This design comes from an exercise in tuning for small area on the open sky130 flow, not from production work. Function was checked by simulation only, so behaviour that the tests miss may differ from the original. No activity file was given, so power comes from the tool's default toggle rates.

// remi16_core
module remi16_core (
    input  wire        clk,
    input  wire        rst,           
    input  wire        start,         
    input  wire        mode,          
    output wire        ready,
    output reg         done,
    output wire [1:0]  outcome,       
    output wire [2:0]  fault_code,    
    input  wire [3:0]  dbg_sel,
    output wire [15:0] dbg_rdata,
    input  wire [14:0] prog_n,        
    output wire [13:0] imem_addr,     
    input  wire [31:0] imem_rdata,
    output wire        dmem_req,
    output wire        dmem_we,
    output wire [17:0] dmem_addr,     
    output wire [7:0]  dmem_wdata,
    input  wire        dmem_gnt,
    input  wire [7:0]  dmem_rdata     
);
Size: roughly 130 I/O pins, roughly 0.011 sq mm of cells after synthesis.
export LEC_CHECK = 0
export ABC_AREA = 1
export CAP_MARGIN = 20
export CORE_MARGIN = 2
export CORE_UTILIZATION = 40
export CTS_BUF_LIST = sky130_fd_sc_hd__clkbuf_4 sky130_fd_sc_hd__clkbuf_8
export PLACE_DENSITY = 0.6
export SLEW_MARGIN = 20
create_clock -name core_clock -period 6.0 [get_ports {clk}]
standard.sh (not shown) runs the stock make flow with config.mk's settings and CLKGATE_MAP_FILE= SYNTH_SCRIPT=/design/flow/synth_recipe.tcl, a recipe that flattens the netlist after the stock synthesis.
==> flow/flow/run.sh <==
#!/bin/bash
# Own layout flow: the standard synthesis, then the combinational logic
# is re-mapped for area with Yosys/ABC (registers untouched), then the
# standard ORFS steps from floorplan to finish.
set -euo pipefail
R=orfs/results/${FLOW_PLATFORM}/remi16_core/base
LIB=${FLOW_HOME}/platforms/${FLOW_PLATFORM}/lib/sky130_fd_sc_hd__tt_025C_1v80.lib

bash standard.sh synth > run_synth.log 2>&1

cp $R/1_2_yosys.v $R/1_2_yosys_std.v
sed "s#LIBFILE#${LIB}#g" flow/remap.ys > remap_run.ys
yosys -s remap_run.ys > run_remap.log 2>&1
# the netlist changed: rebuild the synthesis database from it
rm -f $R/1_synth.odb $R/1_synth.sdc
touch $R/1_2_yosys.v $R/1_2_yosys.sdc

bash standard.sh BUFFER_PORTS_ARGS="-buffer_cell sky130_fd_sc_hd__buf_1" finish > run_finish.log 2>&1
test -f out/final.def
==> flow/flow/remap.abc <==
strash
&get -n
&dch -f
&nf -R 1000
&put
topo
stime -c
buffer -c
upsize -c
dnsize -c
==> flow/flow/remap.ys <==
# Re-map the combinational logic of the standard synthesis for area.
# The flip-flops (and their instance names) are kept as they are.
read_liberty -ignore_miss_func LIBFILE
read_verilog orfs/results/sky130hd/remi16_core/base/1_2_yosys_std.v
hierarchy -top remi16_core
setattr -mod -set keep_hierarchy 1 sky130_fd_sc_hd__df* sky130_fd_sc_hd__edf* sky130_fd_sc_hd__sdf* sky130_fd_sc_hd__dl*
flatten
opt_clean -purge
opt -full
opt_clean -purge
abc -script flow/remap.abc -D 6000 -liberty LIBFILE -dont_use sky130_fd_sc_hd__lpflow* -dont_use sky130_fd_sc_hd__probe*
opt_clean -purge
hilomap -singleton -hicell sky130_fd_sc_hd__conb_1 HI -locell sky130_fd_sc_hd__conb_1 LO
opt_clean -purge
splitnets
opt_clean -purge
select remi16_core
tee -o remap_stat.txt stat -liberty LIBFILE
write_verilog -noattr -noexpr -nohex -nodec -selected orfs/results/sky130hd/remi16_core/base/1_2_yosys.v
The baseline passed the timing, DRC and antenna checks.
==> next run, changes <==
--- a/flow/flow/run.sh
+++ b/flow/flow/run.sh
@@ -18 +18 @@
-bash standard.sh BUFFER_PORTS_ARGS="-buffer_cell sky130_fd_sc_hd__buf_1" finish > run_finish.log 2>&1
+bash standard.sh finish > run_finish.log 2>&1
- CTS_BUF_LIST: sky130_fd_sc_hd__clkbuf_4 sky130_fd_sc_hd__clkbuf_8 -> unset
- synthesized cell count is unchanged
- maximum frequency shrinks by 1.8%
- clock-buffer cell count shrinks by 27
- core utilization grows by 7.4 points
- power grows by 9.9%
- sequential share of layout area shrinks by 5.9 points
==> next run, changes <==
==> flow/run.sh (new file) <==
#!/bin/bash
# synth_recipe.tcl (not shown) runs the flow's synth.tcl, then flattens the netlist and writes it again
# the make line also repeats each setting of config.mk as NAME=value (left out here)
make -C /OpenROAD-flow-scripts/flow DESIGN_CONFIG=/design/flow/config.mk WORK_HOME=/design/flow/orfs CLKGATE_MAP_FILE= SYNTH_SCRIPT=/design/flow/synth_recipe.tcl finish
removed: flow/flow/run.sh
removed: flow/flow/remap.abc
removed: flow/flow/remap.ys
removed: flow/standard.sh
The new run completed without violations.
Worst setup slack gains 0.13 ns.
Area after synthesis came out higher by 16%.
Total power came out lower by 11%.
Wire length came out higher by 12%.
Via count came out higher by 18%.
Sequential share of layout area came out lower by 0.84 points.
Fmax came out higher by 2.2%.
Critical path depth came out lower by 2.
Die area came out higher by 15%.
Final area came out higher by 2.3%.
Utilization came out lower by 5.9 points.
==> next run, changes <==
==> flow/flow/run.sh (new file) <==
#!/bin/bash
# Own layout flow: the standard synthesis, then the combinational logic
# is re-mapped for area with Yosys/ABC (registers untouched), then the
# standard ORFS steps from floorplan to finish.
set -euo pipefail
R=orfs/results/${FLOW_PLATFORM}/remi16_core/base
LIB=${FLOW_HOME}/platforms/${FLOW_PLATFORM}/lib/sky130_fd_sc_hd__tt_025C_1v80.lib

bash standard.sh synth > run_synth.log 2>&1

cp $R/1_2_yosys.v $R/1_2_yosys_std.v
sed "s#LIBFILE#${LIB}#g" flow/remap.ys > remap_run.ys
yosys -s remap_run.ys > run_remap.log 2>&1
# the netlist changed: rebuild the synthesis database from it
rm -f $R/1_synth.odb $R/1_synth.sdc
touch $R/1_2_yosys.v $R/1_2_yosys.sdc

bash standard.sh BUFFER_PORTS_ARGS="-buffer_cell sky130_fd_sc_hd__buf_1" finish > run_finish.log 2>&1
test -f out/final.def
==> flow/flow/remap.abc (new file) <==
strash
&get -n
&dch -f
&nf -R 1000
&put
topo
stime -c
buffer -c
upsize -c
dnsize -c
==> flow/flow/remap.ys (new file) <==
# Re-map the combinational logic of the standard synthesis for area.
# The flip-flops (and their instance names) are kept as they are.
read_liberty -ignore_miss_func LIBFILE
read_verilog orfs/results/sky130hd/remi16_core/base/1_2_yosys_std.v
hierarchy -top remi16_core
setattr -mod -set keep_hierarchy 1 sky130_fd_sc_hd__df* sky130_fd_sc_hd__edf* sky130_fd_sc_hd__sdf* sky130_fd_sc_hd__dl*
flatten
opt_clean -purge
opt -full
opt_clean -purge
abc -script flow/remap.abc -D 6000 -liberty LIBFILE -dont_use sky130_fd_sc_hd__lpflow* -dont_use sky130_fd_sc_hd__probe*
opt_clean -purge
hilomap -singleton -hicell sky130_fd_sc_hd__conb_1 HI -locell sky130_fd_sc_hd__conb_1 LO
opt_clean -purge
splitnets
opt_clean -purge
select remi16_core
tee -o remap_stat.txt stat -liberty LIBFILE
write_verilog -noattr -noexpr -nohex -nodec -selected orfs/results/sky130hd/remi16_core/base/1_2_yosys.v
==> flow/standard.sh (new file) <==
#!/bin/bash
# synth_recipe.tcl (not shown) runs the flow's synth.tcl, then flattens the netlist and writes it again
# the make line also repeats each setting of config.mk as NAME=value (left out here)
make -C /OpenROAD-flow-scripts/flow DESIGN_CONFIG=/design/flow/config.mk WORK_HOME=/design/flow/orfs CLKGATE_MAP_FILE= SYNTH_SCRIPT=/design/flow/synth_recipe.tcl "${@:-finish}"
removed: flow/run.sh
Outcome: Final cell count falls by about 26%; clock skew rose by 0.0084 ns; utilization fell by 1.8 points; sequential cell count does not change; power is higher by 1.2%; final area is lower by about 16%; setup slack degrades by 0.052 ns.

[re-timing with driven ports]
No port has a modelled driver above. Below, the same layouts with a new extraction and two added sets of constraints.
Step 1, drivers: a clkbuf_16 drives clk and a buf_2 each remaining input, both assumed.
Step 2 adds t to the input delays and takes it off the output delays; t is the mean of the earliest and latest rising clock arrival at the registers after step 1. Input paths then give back, and output paths get back, about the clock's delay inside the block.
Slacks: ideal / step 1 / step 2; pairs: ideal / step 1.
| run | t, ns | slack for setup (ns) | hold WS [ns] | worst setup path after step 2 |
|---|---|---|---|---|
| the first run | 0.621 | 0.212 / 0.192 / 0.172 | 0.327 / 0.327 / 0.327 | input to register |
| the second run | 0.611 | 0.105 / 0.066 / -0.034 | 0.347 / 0.347 / 0.347 | input to register |
| the third run | 0.619 | 0.234 / 0.210 / 0.210 | 0.341 / 0.341 / 0.341 | input to output |
| the fourth run | 0.603 | 0.182 / 0.161 / 0.161 | 0.328 / 0.328 / 0.328 | input to output |
With both steps, setup timing fails in the second run, where it was met with ideal ports. The setup slack of the second run, which loses most, moves by -0.039 ns with the drivers and by -0.139 ns with both steps.
